This is an optimization exercise on Yosys and OpenROAD, whose aim is small area, a short achievable clock period and few clock cycles per item, not a production implementation.
In this exercise RTL edits were held to simulation tests only and were not proved equivalent to the original.
Power is estimated from default activity; no workload was simulated.

===== flow/run.sh =====
#!/bin/bash
# synth_recipe.tcl (not shown) runs the flow's synth.tcl, then flattens the netlist and writes it again
# the make line also repeats each setting of config.mk as NAME=value (left out here)
make -C /OpenROAD-flow-scripts/flow DESIGN_CONFIG=/design/flow/config.mk WORK_HOME=/design/flow/orfs CLKGATE_MAP_FILE= SYNTH_SCRIPT=/design/flow/synth_recipe.tcl finish

===== flow/config.mk =====
export PLATFORM = sky130hd
export DESIGN_NAME = scan_engine
export DESIGN_NICKNAME = scan_engine
export VERILOG_FILES = /design/flow/design.v
export SDC_FILE = /design/flow/constraint.sdc
export NUM_CORES = 4
export LEC_CHECK = 0
export CAP_MARGIN = 20
export CORE_MARGIN = 2
export CORE_UTILIZATION = 30
export SLEW_MARGIN = 20

===== flow/constraint.sdc =====
create_clock -name core_clock -period 15.0 [get_ports {clk}]
set_input_delay 3.0000 -clock core_clock [delete_from_list [all_inputs] [get_ports {clk}]]
set_output_delay 3.0000 -clock core_clock [all_outputs]
set_load 0.01 [all_outputs]

===== flow/design.v =====
module scan_engine (
    input  wire         clk,
    input  wire         rst,          
    input  wire         load_valid,   
    input  wire [127:0] load_word,
    input  wire         start,        
    input  wire         tick,         
    input  wire [15:0]  in_bits,      
    input  wire [39:0]  ana,          
    input  wire [4:0]   dbg_addr,
    output wire         ready,
    output wire [15:0]  out_bits,
    output reg  [31:0]  dbg_data
);
    localparam NB   = 64;
    localparam NI   = 16;
    localparam NT   = 8;
    localparam MAXC = 16;
    localparam ST_OFF = 2'd0, ST_ON = 2'd1, ST_TIMING = 2'd2;
    localparam PH_IDLE = 2'd0, PH_EXEC = 2'd1, PH_DIV = 2'd2;
    reg [127:0] cl      [0:MAXC-1];
    reg [1:0]   c_state [0:MAXC-1];
    reg         c_prev  [0:MAXC-1];
    reg [15:0]  c_count [0:MAXC-1];
    reg [2:0]   c_tslot [0:MAXC-1];
    reg [NB-1:0]    bmem;
    reg [NI*16-1:0] imem;
    reg [NT*32-1:0] tmr;
    reg [15:0]      outlatch;
    reg [4:0] ncomp;
    reg [8:0] nextslot;
    reg [1:0] phase;
    reg [3:0] scanidx;
    reg [4:0]  div_cnt;
    reg [15:0] div_q, div_r, div_d;
    assign ready    = (phase == PH_IDLE);
    assign out_bits = outlatch;
    wire [127:0] d     = cl[scanidx];
    wire [7:0]   opc   = d[7:0];
    wire [7:0]   f_out = d[15:8];
    wire [7:0]   f_a   = d[23:16];
    wire [7:0]   f_b   = d[31:24];
    wire [7:0]   f_c   = d[39:32];
    wire [7:0]   f_d   = d[47:40];
    wire [7:0]   f_e   = d[55:48];
    wire [7:0]   f_f   = d[63:56];
    wire [31:0]  k1    = d[95:64];
    wire [31:0]  k2    = d[127:96];
    wire [1:0]   cur_state = c_state[scanidx];
    wire         cur_prev  = c_prev[scanidx];
    wire [15:0]  cur_count = c_count[scanidx];
    wire [2:0]   cur_tslot = c_tslot[scanidx];
    wire xa = bmem[f_a[5:0]];
    wire xb = bmem[f_b[5:0]];
    wire xc = bmem[f_c[5:0]];
    wire xd = bmem[f_d[5:0]];
    wire xe = bmem[f_e[5:0]];
    wire xf = bmem[f_f[5:0]];
    wire [15:0] ia = imem[{f_a[3:0], 4'b0} +: 16];
    wire [15:0] ib = imem[{f_b[3:0], 4'b0} +: 16];
    wire [15:0] ic = imem[{f_c[3:0], 4'b0} +: 16];
    wire [15:0] id = imem[{f_d[3:0], 4'b0} +: 16];
    wire [15:0] io = imem[{f_out[3:0], 4'b0} +: 16];
    wire [31:0] tval  = tmr[{cur_tslot, 5'b0} +: 32];
    wire        tzero = (tval == 32'd0);
    wire        rise  = xa & ~cur_prev;
    wire [16:0] add_full = {1'b0, ia} + {1'b0, ib};
    wire [31:0] mul_full = ia * ib;
    wire [1:0]  sel2     = {xf, xe};
    reg  [9:0]         raw;
    always @(*) begin
        case (f_a[1:0])
            2'd0: raw = ana[9:0];
            2'd1: raw = ana[19:10];
            2'd2: raw = ana[29:20];
            default: raw = ana[39:30];
        endcase
    end
    wire signed [47:0] asc_prod = $signed({38'd0, raw}) * $signed({{16{k1[31]}}, k1});
    wire signed [47:0] asc_sum  = asc_prod + $signed({{16{k2[31]}}, k2}) + 48'sd32768;
    wire [15:0]        asc_res  = asc_sum[31:16];
    wire [16:0] div_sh   = {div_r, div_q[15]};
    wire        div_ge   = (div_sh >= {1'b0, div_d});
    wire [16:0] div_diff = div_sh - {1'b0, div_d};
    wire [15:0] div_r_nx = div_ge ? div_diff[15:0] : div_sh[15:0];
    wire [15:0] div_q_nx = {div_q[14:0], div_ge};
    reg        bw_en, bw_val;
    reg        iw_en;
    reg [15:0] iw_val;
    reg        tw_en;
    reg [31:0] tw_val;
    reg [1:0]  st_nx;
    reg [15:0] cnt_nx;
    reg        prev_wr;
    reg        is_div;
    always @(*) begin
        bw_en   = 1'b0;
        bw_val  = 1'b0;
        iw_en   = 1'b0;
        iw_val  = 16'd0;
        tw_en   = 1'b0;
        tw_val  = 32'd0;
        st_nx   = cur_state;
        cnt_nx  = cur_count;
        prev_wr = 1'b0;
        is_div  = 1'b0;
        case (opc[7:4])
            4'h0: begin                                    
                bw_en  = 1'b1;
                bw_val = ~xa;
            end
            4'h1: begin                                    
                bw_en = 1'b1;
                case (opc[3:0])
                    4'h0: bw_val = xa & xb;
                    4'h1: bw_val = ~(xa & xb);
                    4'h2: bw_val = xa | xb;
                    4'h3: bw_val = ~(xa | xb);
                    default: bw_val = xa ^ xb;
                endcase
            end
            4'h2: begin                                    
                case (opc[3:0])
                    4'h0: begin
                        iw_en  = 1'b1;
                        iw_val = add_full[16] ? 16'hffff : add_full[15:0];
                    end
                    4'h1: begin
                        iw_en  = 1'b1;
                        iw_val = (ia >= ib) ? (ia - ib) : 16'd0;
                    end
                    4'h2: begin
                        iw_en  = 1'b1;
                        iw_val = (mul_full[31:16] != 16'd0) ? 16'hffff : mul_full[15:0];
                    end
                    default: is_div = 1'b1;
                endcase
            end
            4'h3: begin                                    
                if (xa) begin
                    bw_en = 1'b1; bw_val = 1'b1;
                end else if (xb) begin
                    bw_en = 1'b1; bw_val = 1'b0;
                end
            end
            4'h4: begin                                    
                prev_wr = 1'b1;
                if (rise) begin
                    st_nx = ST_ON; bw_en = 1'b1; bw_val = 1'b1;
                    tw_en = 1'b1;  tw_val = k1;
                end else if (xa) begin
                    if (tzero) begin
                        if (cur_state == ST_ON) begin
                            st_nx = ST_OFF; bw_en = 1'b1; bw_val = 1'b0;
                            tw_en = 1'b1;   tw_val = k2;
                        end else begin
                            st_nx = ST_ON; bw_en = 1'b1; bw_val = 1'b1;
                            tw_en = 1'b1;  tw_val = k1;
                        end
                    end
                end else if (cur_state == ST_ON) begin
                    st_nx = ST_OFF; bw_en = 1'b1; bw_val = 1'b0;
                end
            end
            4'h5: begin                                    
                prev_wr = 1'b1;
                if (rise) begin
                    st_nx = ST_ON; bw_en = 1'b1; bw_val = 1'b1;
                    tw_en = 1'b1;
                    tw_val = opc[0] ? {16'd0, ic} : k1;
                end else if (cur_state == ST_ON && tzero) begin
                    st_nx = ST_OFF; bw_en = 1'b1; bw_val = 1'b0;
                end
            end
            4'h6: begin                                    
                prev_wr = 1'b1;
                if (opc[0] == 1'b0) begin
                    if (xb) begin
                        bw_en = 1'b1; bw_val = 1'b0; cnt_nx = k1[15:0];
                    end else if (rise) begin
                        if (cur_count != 16'd0) cnt_nx = cur_count - 16'd1;
                        if (cur_count <= 16'd1) begin
                            bw_en = 1'b1; bw_val = 1'b1;
                        end
                    end
                end else begin
                    if (xb) begin
                        iw_en = 1'b1; iw_val = 16'd0;
                    end else if (rise && io != 16'hffff) begin
                        iw_en = 1'b1; iw_val = io + 16'd1;
                    end
                end
            end
            4'h7: begin                                    
                prev_wr = 1'b1;
                if (xb) begin
                    bw_en = 1'b1; bw_val = 1'b0; st_nx = ST_OFF;
                end else if (cur_state == ST_OFF) begin
                    if (rise) begin
                        tw_en = 1'b1; tw_val = opc[0] ? {16'd0, ic} : k1;
                        st_nx = ST_TIMING;
                    end
                end else if (cur_state == ST_TIMING) begin
                    if (tzero) begin
                        bw_en = 1'b1; bw_val = 1'b1;
                        tw_en = 1'b1; tw_val = opc[0] ? {16'd0, id} : k2;
                        st_nx = ST_ON;
                    end
                end else begin
                    if (tzero && !xa) begin
                        bw_en = 1'b1; bw_val = 1'b0; st_nx = ST_OFF;
                    end
                end
            end
            4'h8: begin                                    
                bw_en = 1'b1;
                if (opc[0] == 1'b0)
                    bw_val = xe ? xb : xa;
                else
                    case (sel2)
                        2'd0: bw_val = xa;
                        2'd1: bw_val = xb;
                        2'd2: bw_val = xc;
                        default: bw_val = xd;
                    endcase
            end
            4'h9: begin                                    
                iw_en = 1'b1;
                if (opc[0] == 1'b0)
                    iw_val = xe ? ib : ia;
                else
                    case (sel2)
                        2'd0: iw_val = ia;
                        2'd1: iw_val = ib;
                        2'd2: iw_val = ic;
                        default: iw_val = id;
                    endcase
            end
            4'ha: begin                                    
                iw_en  = 1'b1;
                iw_val = asc_res;
            end
            4'hb: begin                                    
                bw_en = 1'b1;
                case (opc[3:0])
                    4'h0: bw_val = (ia <  ib);
                    4'h1: bw_val = (ia <= ib);
                    4'h3: bw_val = (ia >= ib);
                    4'h4: bw_val = (ia >  ib);
                    default: bw_val = (ia == ib);
                endcase
            end
            default: ;
        endcase
    end
    wire last = ({1'b0, scanidx} == ncomp - 5'd1);
    wire is_timed = (load_word[7:4] == 4'h4) || (load_word[7:4] == 4'h5) ||
                    (load_word[7:4] == 4'h7);
    integer k;
    always @(posedge clk) begin
        if (rst) begin
            bmem     <= {NB{1'b0}};
            imem     <= {NI*16{1'b0}};
            tmr      <= {NT*32{1'b0}};
            outlatch <= 16'd0;
            ncomp    <= 5'd0;
            nextslot <= 9'd0;
            phase    <= PH_IDLE;
            scanidx  <= 4'd0;
        end else begin
            case (phase)
                PH_IDLE: begin
                    if (tick)
                        for (k = 0; k < NT; k = k + 1)
                            if (tmr[k*32 +: 32] != 32'd0)
                                tmr[k*32 +: 32] <= tmr[k*32 +: 32] - 32'd1;
                    if (load_valid) begin
                        if (is_timed) nextslot <= nextslot + 9'd1;
                        if (ncomp != MAXC) begin
                            cl[ncomp[3:0]]      <= load_word;
                            c_state[ncomp[3:0]] <= ST_OFF;
                            c_prev[ncomp[3:0]]  <= 1'b0;
                            c_count[ncomp[3:0]] <= (load_word[7:0] == 8'h60) ? load_word[79:64] : 16'd0;
                            c_tslot[ncomp[3:0]] <= nextslot[2:0];
                            ncomp               <= ncomp + 5'd1;
                        end
                    end else if (start) begin
                        outlatch   <= bmem[31:16];
                        bmem[15:0] <= in_bits;
                        scanidx    <= 4'd0;
                        if (ncomp != 5'd0) phase <= PH_EXEC;
                    end
                end
                PH_EXEC: begin
                    if (is_div) begin
                        div_q   <= ia;
                        div_r   <= 16'd0;
                        div_d   <= ib;
                        div_cnt <= 5'd16;
                        phase   <= PH_DIV;
                    end else begin
                        if (bw_en) bmem[f_out[5:0]] <= bw_val;
                        if (iw_en) imem[{f_out[3:0], 4'b0} +: 16] <= iw_val;
                        if (tw_en) tmr[{cur_tslot, 5'b0} +: 32] <= tw_val;
                        c_state[scanidx] <= st_nx;
                        c_count[scanidx] <= cnt_nx;
                        if (prev_wr) c_prev[scanidx] <= xa;
                        if (last) phase <= PH_IDLE;
                        else scanidx <= scanidx + 4'd1;
                    end
                end
                PH_DIV: begin
                    div_q   <= div_q_nx;
                    div_r   <= div_r_nx;
                    div_cnt <= div_cnt - 5'd1;
                    if (div_cnt == 5'd1) begin
                        imem[{f_out[3:0], 4'b0} +: 16] <= (opc[3:0] == 4'h4) ? div_r_nx : div_q_nx;
                        if (last) phase <= PH_IDLE;
                        else begin
                            scanidx <= scanidx + 4'd1;
                            phase   <= PH_EXEC;
                        end
                    end
                end
                default: phase <= PH_IDLE;
            endcase
        end
    end
    always @(*) begin
        dbg_data = 32'd0;
        if (dbg_addr == 5'd0)
            dbg_data = bmem[31:0];
        else if (dbg_addr == 5'd1)
            dbg_data = bmem[63:32];
        else if (dbg_addr[4:3] == 2'b01)
            dbg_data = tmr[{dbg_addr[2:0], 5'b0} +: 32];
        else if (dbg_addr[4] == 1'b1)
            dbg_data = {16'd0, imem[{dbg_addr[3:0], 4'b0} +: 16]};
    end
endmodule

==> flow_metrics.env <==
export IMPL_status="timing/DRC/antenna clean"
export IMPL_endpoint_kind="flop"
export IMPL_area_growth_pct=13.0
export IMPL_arrival_ns=14.49
export IMPL_power_density_nw_per_um2=233
export IMPL_finalWirelength_um=528000
export IMPL_io_pins=243
export IMPL_post_cts_setup_buffer_count=0
export IMPL_seq_area_frac_synth_pct=50.5
export IMPL_vias=109000
export IMPL_synth_edf_count=2229
export IMPL_clockBufferDepth=4
export IMPL_fmax_mhz=73.0
export IMPL_grt_util_all_layers_pct=19.4
export IMPL_port_buffers=228
export IMPL_layout_drive_gt1_share_pct=17.8
export IMPL_min_path_type="flop to flop"
export IMPL_gp_congestion=0.949
export IMPL_cp_start_kind="flop"
export IMPL_final_cell_mix="edfxtp_1 (2,229), mux4_2 (1,151), nor2_1 (1,062), nand2_1 (953), inv_1 (665)"
export IMPL_maxSlewHeadroom_pct=15.8
export IMPL_floorplan_initialDensity_pct=30.1
export IMPL_placementRows=265
export IMPL_ys_types=105
export IMPL_seq_area_um2=79200
export IMPL_peakVddDrop_v=0.000980
export IMPL_ys_flop_type="edfxtp_1"
export IMPL_fin_tns_setup_ns=0
export IMPL_nFillCells=50800
export IMPL_leakage_nw=58.2
export IMPL_setup_viol=0
export IMPL_num_nets_final=12900
export IMPL_ys_ff_latch=2839
export IMPL_met2_usage_pct=30.5
export IMPL_cts_tree="built"
export IMPL_cp_max_fo=50
export IMPL_avgSynthCellArea_um2=13.1
export IMPL_htree_levels=5
export IMPL_cts_clk_slew_worst_paths_ns=0.06
export IMPL_syn_nets=12900
export IMPL_drt_first_pass_iters=9
export IMPL_core_um2=521000
export IMPL_postSynthCellCount=12000
export IMPL_grt_overflow_total=0
export IMPL_detail_route_antenna_nets=0
export IMPL_critPathRequiredTime_ns=15.80
export IMPL_synth_warnings=1
export IMPL_hold_viol=0
export IMPL_antenna_found_initial=67
export IMPL_die_w_um=727
export IMPL_post_drt_wl_per_cell_um=27.5
export IMPL_drv_cap=0
export IMPL_fin_util_pct=34.0
export IMPL_synth_async_reset_ratio_pct=0
export IMPL_syn_area_um2=157000
export IMPL_drt_iter0_drc=14200
export IMPL_die_h_um=727
export IMPL_postCtsHoldBufs=0
export IMPL_worst_slew_pin_slew_ns=1.25
export IMPL_final_setup_skew_ns=0.0784
export IMPL_multi_input_area_um2=72200
export IMPL_use_met3_pct=3.96
export IMPL_grt_start_max_net_pins=192
export IMPL_cts_root_buf="clkbuf_16"
export IMPL_dp_hpwl_um=342000
export IMPL_grt_pass1_vias=104000
export IMPL_path_common_cell="fa_1"
export IMPL_grt_first_pass_wirelength_um=758000
export IMPL_slew_viol_final=0
export IMPL_cts_resized=0
export IMPL_finalCritPeriodShare_pct=91.3
export IMPL_cp_slowest_cell="mux4_4"
export IMPL_clk_latency_ns=0.98
export IMPL_path_class="flop to flop"
export IMPL_slowest_delay_ns=0.95
export IMPL_dieArea_um2=528000
export IMPL_grt_use_met1_pct=25.2
export IMPL_drcViolationCount=0
export IMPL_timing_hold_ws_ns=0.457
export IMPL_period_minus_slack_ns=13.70
export IMPL_busiest_layer="met2"
export IMPL_final_common_cell="edfxtp_1"
export IMPL_cts_inserted_buffers=296
export IMPL_cts_sinks=2839
export IMPL_via_per_inst=5.68
export IMPL_rsz0062_at_grt="no"
-- Yosys cell counts (73+ instances only) --
cell / number / area [um2]
edfxtp_1: 2229 / 66900
mux4_2: 1158 / 26100
nor2_1: 1100 / 4130
nand2_1: 953 / 3580
inv_1: 667 / 2500
dfxtp_1: 610 / 12200
clkbuf_1: 523 / 1960
a21oi_1: 457 / 2290
fa_1: 424 / 8490
o21ai_0: 417 / 2090
nor3_1: 389 / 1950
a211oi_1: 312 / 2340
mux2i_1: 283 / 2830
ha_1: 276 / 3450
nor2b_1: 153 / 957
buf_2: 152 / 761
a221oi_1: 148 / 1300
nand3_1: 139 / 696
and2_1: 134 / 838
mux2_2: 90 / 1010
nand2b_1: 78 / 488
nor4_1: 74 / 463
a31oi_1: 73 / 457
xnor2_1: 73 / 639
-- flip-flops by register name (all words and copies together) (netlist names), named ones only --
signal	flops
imem	256
tmr	256
bmem	64
c_state	32
c_prev	16
div_cnt	5
cl	1824
c_tslot	48
div_q	16
div_d	16
outlatch	16
phase	2
div_r	16
ncomp	5
nextslot	3
scanidx	4
c_count	256
-- per-layer routing --
layer / vias to the layer above / part of all wire (%)
met4: 46 / 6.2
met2: 6089 / 46
met5: - / 0.059
li1: 45900 / -
met1: 55700 / 38
met3: 1316 / 9.8
-- stage by stage --
step	cell area [um2]	setup WS, ns	power (mW)	std cells
after floorplan	157000	2.43	26.8	12000
after global placement	167000	1.42	33.5	18700
after detailed placement	167000	1.41	33.8	18700
after CTS	177000	1.36	41.2	19200
after global routing	177000	0.647	44.1	19200
final	177000	1.30	41.3	19200
-- path summary, 6_finish.rpt --
kind | start | end | slack [ns] | cells past startpoint
worst min-delay path | outlatch[4]$_SDFFE_PP0P_ | outlatch[4]$_SDFFE_PP0P_ | 0.46 | 2
worst max-delay path | flop | imem[10]$_SDFFE_PP0P_ | 1.30 | 33
worst min register to register | outlatch[4]$_SDFFE_PP0P_ | outlatch[4]$_SDFFE_PP0P_ | 0.46 | 2
worst max register to register | flop | imem[10]$_SDFFE_PP0P_ | 1.30 | 33
-- worst max-delay path, delay by kind of cell, from the launching register on --
family	cells	cell delay, ns
flip-flops	1	0.78
AO/OA/AOI/OAI	12	4.09
adder cells (fa/ha/maj)	7	2.98
buffers and inverters	4	1.01
multiplexers	4	2.13
AND/OR/NAND/NOR	6	2.46
-- where the power goes --
| part | total (mW) | internal (mW) | switching [mW] | leakage [nW] |
|---|---|---|---|---|
| Sequential | 9.61 | 8.96 | 0.651 | 25.1 |
| Combinational | 24.3 | 9.38 | 15.0 | 28.4 |
| Clock | 7.32 | 4.13 | 3.19 | 4.65 |
| Total | 41.3 | 22.5 | 18.8 | 58.2 |
-- final cells by class --
class	instances	area share, %
multi-input cells	7663	40.8
flip-flops and latches	2839	44.7
diodes	13	0.0184
repair buffers	546	2.77
clock buffers	377	4.57
clock inverters	156	0.802
inverters	669	1.42
well taps	6942	4.91
-- cell families after synthesis --
kind of cell               Yosys count  synth area share [%]
AOI/OAI and AO/OA                 1977                  8.39
xor gates and xnor gates           104                 0.581
adders and majority gates          700                  7.62
buffers and inverters             1484                  3.88
DFF                               2839                  50.5
muxes                             1537                  19.2
and+or+nand+nor                   3345                  9.86
Testbench counts, summed over its fixed seeds: cycles 478,080, scans 15,360.

separate check: timing with driven ports:
The results above use ideal ports. As a check the final layout listed here was re-extracted and re-timed, cells and wires unchanged.
Step 1 sets driving cells, clkbuf_16 on the clock port and buf_2 on the other inputs (assumed; they add their load-dependent delay and slew).
Step 2, shift: input delay + t, output delay - t, t = (earliest + latest rising clock arrival at the registers) / 2. This alone moves slack from input paths to output paths.
a / b / c = ideal ports / drivers / drivers and shift; a / b = the first two.
t (ns): 1.057
slack for setup (ns): 1.304 / 1.304 / 1.304
clock arrival spread, ns: 0.079 / 0.078
slew at the worst register clock pin (ns): 0.07 / 0.07
cell pins on the clock port's net: 1
After both steps this run still meets setup and hold. For this run, drivers alone change the setup slack by 0.000 ns; drivers and shift together by 0.000 ns.
